Source: an optimization exercise on an open RTL-to-GDS flow (aim: small area). Production flows keep margins and buffers that such runs may drop. Only simulation tests tie the RTL to the original design; equivalence was not proved. Power is estimated from default activity; no workload was simulated.

`config.mk`:
```
export PLATFORM = sky130hd
export DESIGN_NAME = fanctl
export DESIGN_NICKNAME = fanctl
export VERILOG_FILES = /design/flow/design.v
export SDC_FILE = /design/flow/constraint.sdc
export NUM_CORES = 4
export LEC_CHECK = 0
export ABC_AREA = 1
export CAP_MARGIN = 20
export CORE_MARGIN = 2
export CORE_UTILIZATION = 50
export CTS_BUF_LIST = sky130_fd_sc_hd__clkbuf_8
export PLACE_DENSITY = 0.6
export SLEW_MARGIN = 20
```
`constraint.sdc`:
```
create_clock -name core_clock -period 50.0 [get_ports {clk}]
set_input_delay 10.0000 -clock core_clock [delete_from_list [all_inputs] [get_ports {clk}]]
set_output_delay 10.0000 -clock core_clock [all_outputs]
set_load 0.01 [all_outputs]
```
`design.v`:
```
module fanctl_add #(parameter W = 8) (
    input  wire [W-1:0] a,
    input  wire [W-1:0] b,
    input  wire         ci,
    output wire [W-1:0] s
);
    wire [W:0] c;
    assign c[0] = ci;
    genvar i;
    generate for (i = 0; i < W; i = i + 1) begin : g
        assign s[i]   = a[i] ^ b[i] ^ c[i];
        assign c[i+1] = (a[i] & b[i]) | (c[i] & (a[i] ^ b[i]));
    end endgenerate
endmodule
module fanctl (
    input  wire        clk,
    input  wire        rst,           
    input  wire        bus_wr,
    input  wire [2:0]  bus_addr,
    input  wire [31:0] bus_wdata,
    output reg  [31:0] bus_rdata,
    input  wire [7:0]  ticks,
    output wire        act_req,
    output wire [2:0]  act_op,
    output wire [5:0]  act_pin,
    output wire        act_val,
    input  wire        act_ack,
    input  wire        act_ok,
    input  wire [31:0] act_rdata,
    output reg         tr_set_valid,
    output wire [5:0]  tr_set_pin,
    output wire        tr_set_val,
    output reg         tr_dec_valid,
    output wire [3:0]  tr_dec_op,
    output wire [31:0] tr_dec_t,
    output reg  [3:0]  tr_dec_outcome,
    output wire [6:0]  tr_dec_perc,
    output wire        tr_dec_sleep
);
    localparam [2:0] ST_IDLE = 3'd0, ST_BUSY = 3'd1, ST_DONE = 3'd2,
                     ST_STOPPED = 3'd3, ST_FAULT = 3'd4;
    localparam [3:0] OP_FIXED = 4'h1, OP_HYST = 4'h2, OP_THERMO = 4'h3,
                     OP_RPIN = 4'h4, OP_RTEMP = 4'h5, OP_PULSE = 4'h6,
                     OP_STOP = 4'h7;
    localparam [3:0] O_SKIP = 4'd0, O_NONE = 4'd1, O_ON = 4'd2, O_OFF = 4'd3,
                     O_SLEEP = 4'd4, O_WAKE = 4'd5, O_INC = 4'd6,
                     O_DEC = 4'd7, O_HOLD = 4'd8;
    localparam [3:0] S_OPEN  = 4'b0000,
                     S_CFG   = 4'b0001,
                     S_SETH  = 4'b0010,    
                     S_GET   = 4'b0011,
                     S_CLOSE = 4'b0100,
                     S_BIND  = 4'b0101,
                     S_TREAD = 4'b0110,
                     S_SETL  = 4'b1010,    
                     S_SETV  = 4'b1011,    
                     S_WAITH = 4'b1000,
                     S_WAITL = 4'b1001,
                     S_WAITS = 4'b1100,    
                     S_IDLE  = 4'b1111;
    localparam [2:0] E_IDLE = 3'd0, E_SENSOR = 3'd1, E_OPEN = 3'd2, E_CFG = 3'd3,
                     E_IO = 3'd4, E_USAGE = 3'd5, E_DONE = 3'd6, E_STOPPED = 3'd7;
    localparam [31:0] INVALID = 32'hFFFFFC19;    
    reg [31:0] cmdlat;            
    reg [2:0]  ctrl;              
    reg [31:0] temp;
    reg        tv;                
    reg [14:0] usec_c;            
    reg [2:0]  ecode;
    reg [3:0]  seq;
    wire       busy  = (seq != S_IDLE);
    wire       e_ds  = ecode[2] & ecode[1];
    wire [2:0] state = busy ? ST_BUSY : (ecode == 3'd0) ? ST_IDLE :
                       e_ds ? {2'b01, ecode[0]} : ST_FAULT;
    wire [3:0] fcode = {1'b0, ecode & {3{!e_ds && !busy}}};
    wire [1:0] l_verb  = ecode[1:0];
    wire       l_sfilt = ecode[2];
    wire       cv    = busy || (ecode != 3'd0);
    reg        held, sbound, line, lvalid, sleep, rej;
    reg [6:0]  perc;
    reg        stopreq;
    reg [14:0] wr;
    reg [5:0]  wc;
    wire [3:0]  l_op   = cmdlat[3:0];
    wire [5:0]  l_pin  = cmdlat[9:4];
    wire [5:0]  f_fld  = cmdlat[15:10];
    wire [15:0] l_arg  = cmdlat[31:16];
    wire        setv   = wr[0];
    wire op_fixed  = (l_op[2:0] == 3'd1);
    wire op_hyst   = (l_op[2:0] == 3'd2);
    wire op_thermo = (l_op[2:0] == 3'd3);
    wire op_rpin   = (l_op[2:0] == 3'd4);
    wire op_pulse  = (l_op[2:0] == 3'd6);
    wire [17:0] u9;
    fanctl_add #(15) a_u9 (.a({3'd0, usec_c[14:3]}), .b(usec_c), .ci(1'b0), .s(u9[17:3]));
    assign u9[2:0] = usec_c[2:0];
    wire [18:0] u25;
    fanctl_add #(15) a_u25 (.a({1'b0, u9[17:4]}), .b(usec_c), .ci(1'b0), .s(u25[18:4]));
    assign u25[3:0] = u9[3:0];
    wire [20:0] usec = {u25, 2'b00};
    wire [31:0] status = {9'd0, perc, 3'd0, rej, fcode, sleep, lvalid, line,
                          sbound, held, state};
    always @(*) begin
        case (bus_addr)
            3'd0:    bus_rdata = cmdlat & {32{cv}};
            3'd1:    bus_rdata = status;
            3'd2:    bus_rdata = {29'd0, ctrl};
            3'd3:    bus_rdata = tv ? temp : INVALID;
            3'd4:    bus_rdata = {11'd0, usec};
            default: bus_rdata = 32'd0;
        endcase
    end
    wire cmd_wr   = bus_wr && (bus_addr == 3'd0);
    wire ctrl_wr  = bus_wr && (bus_addr == 3'd2);
    wire w_stop   = (bus_wdata[3:0] == OP_STOP);
    wire stop_now = stopreq | (cmd_wr && w_stop);
    wire acc      = cmd_wr && !busy && !w_stop;
    wire [3:0]  w_op   = bus_wdata[3:0];
    wire [5:0]  w_pin  = bus_wdata[9:4];
    wire [5:0]  w_freq = bus_wdata[15:10];
    wire [15:0] w_arg  = bus_wdata[31:16];
    reg w_valid;
    always @(*) begin
        case (w_op)
            OP_FIXED, OP_PULSE: w_valid = (w_pin <= 6'd53) && (w_freq <= 6'd50) && (w_arg <= 16'd100);
            OP_HYST:            w_valid = (w_pin <= 6'd53);
            OP_THERMO:          w_valid = (w_pin <= 6'd53) && (w_freq <= 6'd50);
            OP_RPIN:            w_valid = (w_pin <= 6'd53);
            OP_RTEMP:           w_valid = 1'b1;
            default:            w_valid = 1'b0;
        endcase
    end
    wire [13:0] qm =
        (f_fld == 6'd0) ? 14'd399 :
        (f_fld == 6'd1) ? 14'd9999 :
        (f_fld == 6'd2) ? 14'd4999 :
        (f_fld == 6'd3) ? 14'd3332 :
        (f_fld == 6'd4) ? 14'd2499 :
        (f_fld == 6'd5) ? 14'd1999 :
        (f_fld == 6'd6) ? 14'd1665 :
        (f_fld == 6'd7) ? 14'd1427 :
        (f_fld == 6'd8) ? 14'd1249 :
        (f_fld == 6'd9) ? 14'd1110 :
        (f_fld == 6'd10) ? 14'd999 :
        (f_fld == 6'd11) ? 14'd908 :
        (f_fld == 6'd12) ? 14'd832 :
        (f_fld == 6'd13) ? 14'd768 :
        (f_fld == 6'd14) ? 14'd713 :
        (f_fld == 6'd15) ? 14'd665 :
        (f_fld == 6'd16) ? 14'd624 :
        (f_fld == 6'd17) ? 14'd587 :
        (f_fld == 6'd18) ? 14'd554 :
        (f_fld == 6'd19) ? 14'd525 :
        (f_fld == 6'd20) ? 14'd499 :
        (f_fld == 6'd21) ? 14'd475 :
        (f_fld == 6'd22) ? 14'd453 :
        (f_fld == 6'd23) ? 14'd433 :
        (f_fld == 6'd24) ? 14'd415 :
        (f_fld == 6'd25) ? 14'd399 :
        (f_fld == 6'd26) ? 14'd383 :
        (f_fld == 6'd27) ? 14'd369 :
        (f_fld == 6'd28) ? 14'd356 :
        (f_fld == 6'd29) ? 14'd343 :
        (f_fld == 6'd30) ? 14'd332 :
        (f_fld == 6'd31) ? 14'd321 :
        (f_fld == 6'd32) ? 14'd311 :
        (f_fld == 6'd33) ? 14'd302 :
        (f_fld == 6'd34) ? 14'd293 :
        (f_fld == 6'd35) ? 14'd284 :
        (f_fld == 6'd36) ? 14'd276 :
        (f_fld == 6'd37) ? 14'd269 :
        (f_fld == 6'd38) ? 14'd262 :
        (f_fld == 6'd39) ? 14'd255 :
        (f_fld == 6'd40) ? 14'd249 :
        (f_fld == 6'd41) ? 14'd242 :
        (f_fld == 6'd42) ? 14'd237 :
        (f_fld == 6'd43) ? 14'd231 :
        (f_fld == 6'd44) ? 14'd226 :
        (f_fld == 6'd45) ? 14'd221 :
        (f_fld == 6'd46) ? 14'd216 :
        (f_fld == 6'd47) ? 14'd211 :
        (f_fld == 6'd48) ? 14'd207 :
        (f_fld == 6'd49) ? 14'd203 :
        14'd199;
    wire [6:0]  duty = op_thermo ? perc : l_arg[6:0];
    wire [14:0] usec_pulse;
    fanctl_add #(15) a_us (.a(usec_c), .b({1'b0, qm}), .ci(1'b1), .s(usec_pulse));
    wire        usec_ovf = (usec_pulse >= 15'd10000);        
    wire        in_wait = seq[3] && !seq[1];
    wire [14:0] wq1     = (seq == S_WAITS) ? 15'd19999 : {qm, 1'b1};
    wire [15:0] wx;      
    fanctl_add #(16) a_wx (.a({1'b0, wr}), .b(~{8'd0, ticks}), .ci(1'b1), .s(wx));
    wire        t_ge_r  = wx[15];                   
    wire        wdone   = t_ge_r && (wc == 6'd0);
    wire [14:0] wr_wrap;
    fanctl_add #(15) a_ww (.a(wq1), .b(wx[14:0]), .ci(1'b1), .s(wr_wrap));
    wire [31:0] rd   = act_rdata;
    wire [15:0] tgt  = l_arg;
    wire        d_sat = !((rd[31:25] == 7'b0000000) || (rd[31:25] == 7'b1111111));
    wire [16:0] dx;
    fanctl_add #(17) a_dx (.a(rd[26:10]), .b(~{tgt[15], tgt}), .ci(1'b1), .s(dx));
    wire [17:0] z3;
    assign z3[0] = tgt[0];
    fanctl_add #(17) a_z3 (.a({tgt[15], tgt}), .b({{2{tgt[15]}}, tgt[15:1]}), .ci(1'b0), .s(z3[17:1]));
    wire [23:0] da;
    fanctl_add #(24) a_da (.a({dx, rd[9:3]}), .b({{6{z3[17]}}, z3}), .ci(1'b0), .s(da));
    wire signed [23:0] sda = da;
    wire [2:0]  dr   = rd[2:0];
    wire        tneg = tgt[15];
    wire        tz   = (tgt == 16'd0);
    wire        c_lo    = d_sat ? rd[31]  : (sda < -24'sd625);                        
    wire        c_hi    = d_sat ? !rd[31] : !da[23];                                   
    wire        c_above = d_sat ? !rd[31] : (!da[23] && (da != 24'd0 || dr != 3'd0));  
    wire        c_inc   = d_sat ? !rd[31] : ((sda > 24'sd62) ||
                          (sda == 24'sd62 && dr >= (tneg ? 3'd5 : 3'd4)));            
    wire        c_dec   = d_sat ? rd[31]  : ((sda < -24'sd63) ||
                          (sda == -24'sd63 && dr < ((tneg | tz) ? 3'd5 : 3'd4)));     
    wire        th_skip = l_sfilt && (rd == INVALID);
    wire       ev_down = !c_inc || (perc == 7'd100);
    wire [6:0] perc_pm;
    fanctl_add #(7) a_pm (.a(perc), .b({{6{ev_down}}, 1'b1}), .ci(1'b0), .s(perc_pm));
    reg [3:0] ev_out;
    reg       ev_sleep;
    reg [6:0] ev_perc;
    always @(*) begin
        ev_sleep = sleep;
        ev_perc  = perc;
        if (th_skip) begin
            ev_out = O_SKIP;
        end else if (c_lo && !sleep) begin
            ev_sleep = 1'b1;
            ev_out   = O_SLEEP;
        end else if (c_hi && sleep) begin
            ev_sleep = 1'b0;
            ev_out   = O_WAKE;
        end else if (!sleep) begin
            if (c_inc && (perc != 7'd100)) begin
                ev_perc = perc_pm;
                ev_out  = O_INC;
            end else if (c_dec && (perc != 7'd0)) begin
                ev_perc = perc_pm;
                ev_out  = O_DEC;
            end else begin
                ev_out  = O_HOLD;
            end
        end else begin
            ev_out = O_NONE;
        end
    end
    assign act_req = !seq[3] || (seq[1] && !seq[2]);
    assign act_op  = seq[3] ? 3'd2 : seq[2:0];
    assign act_pin = l_pin;
    assign act_val = (seq == S_SETH) || ((seq == S_SETV) && setv);
    assign tr_set_pin   = l_pin;
    assign tr_set_val   = line;
    assign tr_dec_op    = l_op;
    assign tr_dec_t     = temp;
    assign tr_dec_perc  = perc;
    assign tr_dec_sleep = sleep;
    wire g = act_rdata[0];
    wire s_open  = (seq == S_OPEN);
    wire s_cfg   = (seq == S_CFG);
    wire s_seth  = (seq == S_SETH);
    wire s_get   = (seq == S_GET);
    wire s_close = (seq == S_CLOSE);
    wire s_bind  = (seq == S_BIND);
    wire s_tread = !seq[3] && seq[2] && seq[1];
    wire s_setl  = seq[3] && !seq[2] && seq[1] && !seq[0];
    wire s_setv  = seq[3] && !seq[2] && seq[1] && seq[0];
    wire s_waith = seq[3] && !seq[2] && !seq[1] && !seq[0];
    wire s_waitl = seq[3] && !seq[2] && !seq[1] && seq[0];
    wire s_waits = seq[3] && seq[2] && !seq[1];
    wire s_io    = s_seth || s_setl || s_setv || s_get;
    wire op_rtemp = (l_op[2:0] == 3'd5);
    wire ack  = act_req && act_ack;
    wire okk  = ack && act_ok;
    wire nok  = ack && !act_ok;
    wire tk   = in_wait && (ticks != 8'd0);
    wire wfin = tk && !stop_now && wdone;        
    wire wstep = tk && !stop_now && !wdone;      
    wire a0   = (l_arg[6:0] == 7'd0);
    wire a100 = (l_arg[6:0] == 7'd100);
    wire p0   = (perc == 7'd0);
    wire pe_s = okk && s_setl && op_pulse && a100;
    wire pe   = (wfin && s_waitl) || pe_s;
    wire get_set = op_hyst ? ((wr[1] && !g) || (wr[2] && g)) : (g == sleep);
    wire       p99    = (perc == 7'd99);
    wire       p100   = (perc == 7'd100);
    wire       p1     = (perc == 7'd1);
    wire       ev_inc = (ev_out == O_INC);
    wire       ev_dec = (ev_out == O_DEC);
    wire       evp100 = (ev_inc && p99) || (p100 && !ev_dec);
    wire       evp0   = (ev_dec && p1) || (p0 && !ev_inc);
    wire [3:0] th_next = (ev_sleep || evp100) ? S_GET : evp0 ? S_SETL : S_SETH;
    reg [3:0] g_lbl;
    always @(*) begin
        case (seq)
            S_OPEN:  g_lbl = op_rpin ? S_GET : S_CFG;
            S_CFG:   g_lbl = op_fixed ? ((a0 || a100) ? S_SETV : S_SETH) :
                             op_pulse ? (a0 ? S_SETL : S_SETH) :
                             op_hyst  ? S_BIND :       
                                        S_SETH;        
            S_SETH:  g_lbl = S_WAITH;
            S_SETL:  g_lbl = S_WAITL;
            S_SETV:  g_lbl = S_WAITS;
            S_GET:   g_lbl = get_set ? S_SETV : S_WAITS;
            S_BIND:  g_lbl = S_TREAD;
            S_TREAD: g_lbl = op_hyst ? (th_skip ? S_WAITS : S_GET) : th_next;
            S_WAITH: g_lbl = S_SETL;
            S_WAITS: g_lbl = S_TREAD;                  
            default: g_lbl = op_fixed ? S_SETH :
                             usec_ovf ? (sbound ? S_TREAD : S_BIND) :
                             p0 ? S_SETL : S_SETH;
        endcase
    end
    wire go = (okk && (s_open || s_cfg || s_seth || s_bind || (s_setl && !pe_s) ||
                       (s_setv && !op_fixed) || (s_get && !op_rpin))) ||
              (ack && s_tread && !op_rtemp) ||
              (pe && !op_pulse) ||
              (wfin && (s_waith || s_waits));
    wire t_done = (okk && ((s_setv && op_fixed) || (s_get && op_rpin))) ||
                  (ack && s_tread && op_rtemp) || (pe && op_pulse);
    wire t_io   = nok && s_io;
    wire t_sen  = nok && s_bind;
    wire t_cfg  = nok && s_cfg;
    wire t_opn  = nok && s_open;
    wire t_stop = (tk && stop_now) || (go && stop_now);
    wire t_do   = t_done || t_io || t_sen || t_cfg || t_opn || t_stop;
    wire t_h    = s_open ? act_ok : held;
    wire [2:0] t_e = {t_stop || t_done || t_io,
                      t_stop || t_done || t_cfg || t_opn,
                      t_stop || t_sen || t_cfg};
    wire [3:0] n_seq = t_do ? (t_h ? S_CLOSE : S_IDLE) :
                       go ? g_lbl :
                       (ack && s_close) ? S_IDLE : seq;
    wire go_on  = go && !stop_now;
    wire ld_h   = go_on && (g_lbl == S_WAITH);
    wire ld_l   = go_on && (g_lbl == S_WAITL);
    wire ld_s   = go_on && (g_lbl == S_WAITS);
    wire line_we   = ack && s_io;
    wire line_v    = act_ok && (s_seth || (s_setv && setv) || (s_get && g));
    wire lvalid_v  = act_ok;
    wire held_set  = okk && s_open;
    wire close_ack = ack && s_close;
    wire sbound_set = okk && s_bind;
    wire setv_v    = s_cfg ? l_arg[2] : op_hyst ? !g : !sleep;
    wire setv_we   = okk && (s_cfg || s_get);
    wire hyf_we    = ack && s_tread;
    wire temp_ld   = ack && s_tread;
    wire th_ld     = ack && s_tread && op_thermo;
    wire u_zero    = th_ld;
    wire u_sec     = wfin && s_waits && op_thermo;
    wire u_pulse   = pe && op_thermo;
    wire set_do    = okk && (s_seth || s_setl || s_setv);
    wire dec_do    = (ack && s_tread && (op_thermo || (op_hyst && th_skip))) ||
                     (okk && op_hyst && (s_setv || (s_get && !get_set)));
    wire [3:0] dec_out = s_tread ? ev_out : s_get ? O_NONE : {3'b001, !setv};
    wire pend_we = t_do && t_h;
    wire st_we   = t_do && !t_h;
    wire clr = rst || acc;
    always @(posedge clk) begin
        if (rst)          ctrl <= 3'b100;
        else if (ctrl_wr) ctrl <= bus_wdata[2:0];
        if (acc) cmdlat <= bus_wdata;
        if (temp_ld) temp <= act_rdata;
        if (clr)          tv <= 1'b0;
        else if (temp_ld) tv <= 1'b1;
        if (clr || u_zero) usec_c <= 15'd0;
        else if (u_sec)    usec_c <= 15'd10000;
        else if (u_pulse)  usec_c <= usec_pulse;
        if (rst)            ecode <= E_IDLE;
        else if (acc)       ecode <= w_valid ? ctrl : E_USAGE;
        else if (st_we)     ecode <= t_e;
        else if (close_ack) ecode <= wr[2:0];
        if (rst)           seq <= S_IDLE;
        else if (acc)      seq <= !w_valid ? S_IDLE : (w_op == OP_RTEMP) ? S_BIND : S_OPEN;
        else               seq <= n_seq;
        if (clr || close_ack) held <= 1'b0;
        else if (held_set)    held <= 1'b1;
        if (clr)             sbound <= 1'b0;
        else if (sbound_set) sbound <= 1'b1;
        if (clr) begin
            line   <= 1'b0;
            lvalid <= 1'b0;
        end else if (line_we) begin
            line   <= line_v;
            lvalid <= lvalid_v;
        end
        if (clr) begin
            sleep <= 1'b0;
            perc  <= (rst || w_op != OP_THERMO) ? 7'd0 : 7'd50;
        end else if (th_ld) begin
            sleep <= ev_sleep;
            perc  <= ev_perc;
        end
        if (clr)                     rej <= 1'b0;
        else if (cmd_wr && !w_stop)  rej <= 1'b1;
        if (acc)                     stopreq <= 1'b0;
        else if (cmd_wr && w_stop)   stopreq <= 1'b1;
        if (pend_we)
            wr[2:0] <= t_e;
        else if (wstep)
            wr <= t_ge_r ? wr_wrap : wx[14:0];
        else if (ld_h || ld_l)
            wr <= duty[0] ? {1'b0, qm} : {qm, 1'b1};
        else if (ld_s)
            wr <= 15'd19999;
        else begin
            if (setv_we) wr[0] <= setv_v;
            if (hyf_we)  wr[2:1] <= {c_lo, c_above};
        end
        if (wstep) begin
            if (t_ge_r) wc <= wc - 6'd1;
        end else if (ld_h)
            wc <= duty[6:1] - {5'd0, !duty[0]};
        else if (ld_l)
            wc <= 6'd49 - duty[6:1];
        else if (ld_s)
            wc <= 6'd49;
        tr_set_valid   <= !rst && set_do && l_verb[1];
        tr_dec_valid   <= !rst && dec_do && (l_verb != 2'd0);
        tr_dec_outcome <= dec_out;
    end
endmodule
```
`flow/run.sh`:
```
#!/bin/bash
# Own layout flow: the standard flow (standard.sh) with these changes:
#  - synthesis skips the quick ABC pass inside Yosys's synth command (-noabc), so the
#    ripple-carry adders of the RTL reach extract_fa intact and map to full-adder cells
#    without extra inverters;
#  - the final ABC maps the synthesised logic with an area-oriented script
#    (flow/abc_area.script: a time-bounded &deepsyn, then three rounds of choice
#    computation and area mapping) in place of ORFS's abc_area.script; everything
#    else in synthesis is unchanged;
#  - the port buffers that placement inserts are the smallest buffer (buf_1), and
#    synthesis adds no buffers of its own between registers and ports (placement buffers
#    every port anyway);
#  - clock tree synthesis builds fewer, larger leaf clusters and adds no dummy loads.
# Each tool's output is kept in the ORFS logs under orfs/logs; standard.sh's own output
# goes to standard.log in this folder.
set -euo pipefail
W=$(pwd)
rm -rf "$W/scripts_own"
cp -r "$FLOW_HOME/scripts" "$W/scripts_own"
cp "$W/flow/abc_area.script" "$W/scripts_own/abc_area.script"
export SCRIPTS_DIR="$W/scripts_own"
export BUFFER_PORTS_ARGS="-buffer_cell sky130_fd_sc_hd__buf_1"
export SYNTH_INSBUF=0
export SYNTH_ARGS="-noabc"
# clock tree: clkbuf_8 clusters of up to 30 registers, no dummy balancing loads
export CTS_ARGS="-sink_clustering_enable -repair_clock_nets -dont_use_dummy_load -buf_list sky130_fd_sc_hd__clkbuf_8 -sink_clustering_size 30 -sink_clustering_max_diameter 150"
bash "$W/standard.sh" > "$W/standard.log" 2>&1
```
`flow/abc_area.script`:
```
strash
&get -n
&deepsyn -T 60
&nf -R 1000
&put
strash
&get -n
&st
&dch
&nf -R 1000
&put
strash
&get -n
&st
&dch
&nf -R 1000
&put
topo
```
`standard.sh`:
```
#!/bin/bash
# synth_recipe.tcl (not shown) runs the flow's synth.tcl, then flattens the netlist and writes it again
# the make line also repeats each setting of config.mk as NAME=value (left out here)
make -C /OpenROAD-flow-scripts/flow DESIGN_CONFIG=/design/flow/config.mk WORK_HOME=/design/flow/orfs CLKGATE_MAP_FILE= SYNTH_SCRIPT=/design/flow/synth_recipe.tcl "${@:-finish}"
```
==> results.txt <==
state kept, by name, indices dropped and copies added, names as in the netlist, 4 cells and up:
name / flops
tr_dec_outcome: 4
perc: 7
usec_c: 15
seq: 4
cmdlat: 32
temp: 32
wc: 6
wr: 15
report_power, final:
part	total, mW	leakage, nW	internal (mW)	switching [mW]
Clock	0.0692	0.122	0.0299	0.0393
Sequential	0.144	1.14	0.129	0.0150
Combinational	0.124	3.02	0.0446	0.0792
worst reg2reg max path: cells and delay by family (launching register included):
family | cells | cell delay, ns
compound gates | 5 | 1.18
flops | 1 | 0.54
xor+xnor | 2 | 0.31
fa+ha+maj | 28 | 12.38
layout by cell type, fill, tap and decap left out, types with 19 or more instances in the layout:
cell and instances:
a21oi_1 49, a222oi_1 19, buf_1 179, clkinv_1 102, dfxtp_1 39, edfxtp_1 92
fa_1 112, ha_1 35, nand2_1 141, nand3_1 26, nor2_1 87, nor3_1 26
o21ai_0 69
final timing paths:
path | from | endpoint | slack [ns] | cells after the start
max | act_rdata[3] | perc[6] | 26.70 | 38
min | lvalid | lvalid | 0.49 | 2
max reg2reg | cmdlat[16] | perc[6] | 35.35 | 35
min reg2reg | lvalid | lvalid | 0.49 | 2
metrics by stage:
stage / area, um2 / hold WS, ns / total power [mW] / instances
finish: 11600 / 0.493 / 0.337 / 1516
global route: 11600 / 0.501 / 0.357 / 1516
CTS: 11600 / 0.495 / 0.336 / 1516
detailed placement: 11400 / 0.484 / 0.268 / 1499
global placement: 11400 / 0.480 / 0.267 / 1499
floorplan: 10300 / 0.436 / 0.221 / 1037
layer usage:
| metal | GRT usage, % | vias up | routed length (um) | part of all wire [%] |
|---|---|---|---|---|
| met5 | 0 | - | 0 | 0 |
| met4 | 14.1 | 0 | 1490 | 4.2 |
| met3 | 5.59 | 93 | 3120 | 8.9 |
| met2 | 52.6 | 530 | 16600 | 47 |
| met1 | 45.8 | 4585 | 14000 | 40 |
| li1 | - | 4146 | - | - |
kinds of logic (layout without fill, tap and decap cells):
family / Yosys count / after routing / synth area share (%)
xor+xnor: 12 / 12 / 1.02
buf+inv: 102 / 311 / 3.73
simple gates: 398 / 398 / 18.4
flops: 131 / 131 / 34.5
fa+ha+maj: 147 / 147 / 26.1
compound gates: 244 / 244 / 15.8
mux: 3 / 3 / 0.305
cell type report:
| type | instances | area [um2] | share of cell area [%] |
|---|---|---|---|
| multi-input cells | 804 | 6350 | 54.6 |
| flip-flops and latches | 131 | 3540 | 30.5 |
| repair buffers | 192 | 769 | 6.63 |
| inverters | 102 | 383 | 3.30 |
| well taps | 270 | 338 | 2.91 |
| clock buffers | 17 | 234 | 2.01 |
==> metrics.yaml <==
status: "no timing/DRC/antenna violations"
end_kind: "flop"
tightestPinTransition_ns: 1.01
place_ws_ns: 26.20
syn_inst: 1037
layout.nets: 1475
p_leak_nw: 4.28
cap_violations: 0
max_freq_mhz: 42.9
grt_pass1_wl_um: 53700
dieHeight_um: 147
max_stage_delay_ns: 0.54
dr.pass1.iters: 5
synth_edf_count: 92
cts_tree: "done"
yosys-top-cells-area: "edfxtp_1 27%, fa_1 22%, dfxtp_1 7.6%"
clock_latency_ns: 0.46
critPathMaxFanout: 8
start_util_pct: 50.9
syn-cell-area_um2: 10300
boundaryPins: 180
crit_family: "adder cells"
ant_nets: 0
setup_violations: 0
cts_resized: 0
yosys.area.top_type: "edfxtp_1"
overflow: 0
synth.avg_cell_area_um2: 9.89
chipWidth_um: 147
synth_top_area_share_pct: 26.9
hold_viol: 0
routed_wl_um: 35200
port_buffers: 179
post-route-min-period_ns: 23.30
areaGrowthSynthToFinish_pct: 13.2
numClockSinks: 131
numCtsBuffers: 17
gp_congestion: 0.994
antenna_found_initial: 0
clock-root-buffer: "clkbuf_8"
yosys_most_used_dff: "edfxtp_1"
crit_required_ns: 50.21
route.detailed.drc: 0
synth.distinct_cells: 59
syn_nets: 1264
grt_use_total_pct: 33.3
ys_ff_latch: 131
nFillCells: 1905
fin_skew_ns: 0.0323
utilization_pct: 57.6
min_period_over_period_pct: 46.6
worstSetupPathType: "in -> reg"
yosysWarningCount: 1
die_area_um2: 21700
fp.coreArea_um2: 20200
n_antenna_cell: 0
drive_gt1_share_pct: 2.65
path_buf_inv: 3
dp_hpwl_um: 28000
grt_start_max_net_pins: 40
crit_slowest_cell: "a211o_1"
cts-htree-levels: 4
first_iter_violations: 844
synth.most_common_cell: "nand2_1"
fp-row-count: 52
relSlewSlack_pct: 32.4
setup_ws_ns: 26.70
post_cts_buffers: 0
path_clk_slew_ns: 0.09
async_reset_ff_share_pct: 0
detail_route.wl_per_cell_um: 23.2
hold_buffers: 0
critPathMostFrequentCell: "fa_1"
hp-class: "reg -> reg"
vias: 9354
startpoint_type: "input port"
final.setup.tns_ns: 0
crit_arrival_ns: 23.51
vias_per_cell: 6.17
rsz0062_at_grt: "false"
synth_common_cells: "141 x nand2_1, 112 x fa_1, 102 x clkinv_1"
yosysSeqAreaShare_pct: 34.5
drv_slew: 0
clockBufferDepth: 2
power_density_nw_per_um2: 29.0
grt_pass1_vias: 9157
peakVddDrop_v: 0.0000179

[separate check: timing with driven ports]
No port has a modelled driver above. Below, the same layout with a new extraction and two added sets of constraints.
Step 1 assumes that a clkbuf_16 drives the clock port and a buf_2 every other input.
Step 2 times the ports against the registers' clock, not the clock port: input delays grow and output delays shrink by t, the midpoint of the rising clock arrivals with the driver on.
Slacks: ideal ports / drivers / drivers and shift; pairs: ideal ports / drivers.
t (ns): 0.489
slack for setup (ns): 26.702 / 26.724 / 26.235
latest minus earliest clock arrival (ns): 0.034 / 0.033
worst register clock-pin slew, ns: 0.09 / 0.09
worst data-port slew with drivers (ns): 0.06
After both steps setup and hold are still met in this run. For this run, drivers alone change the setup slack by +0.022 ns; drivers and shift together by -0.467 ns.
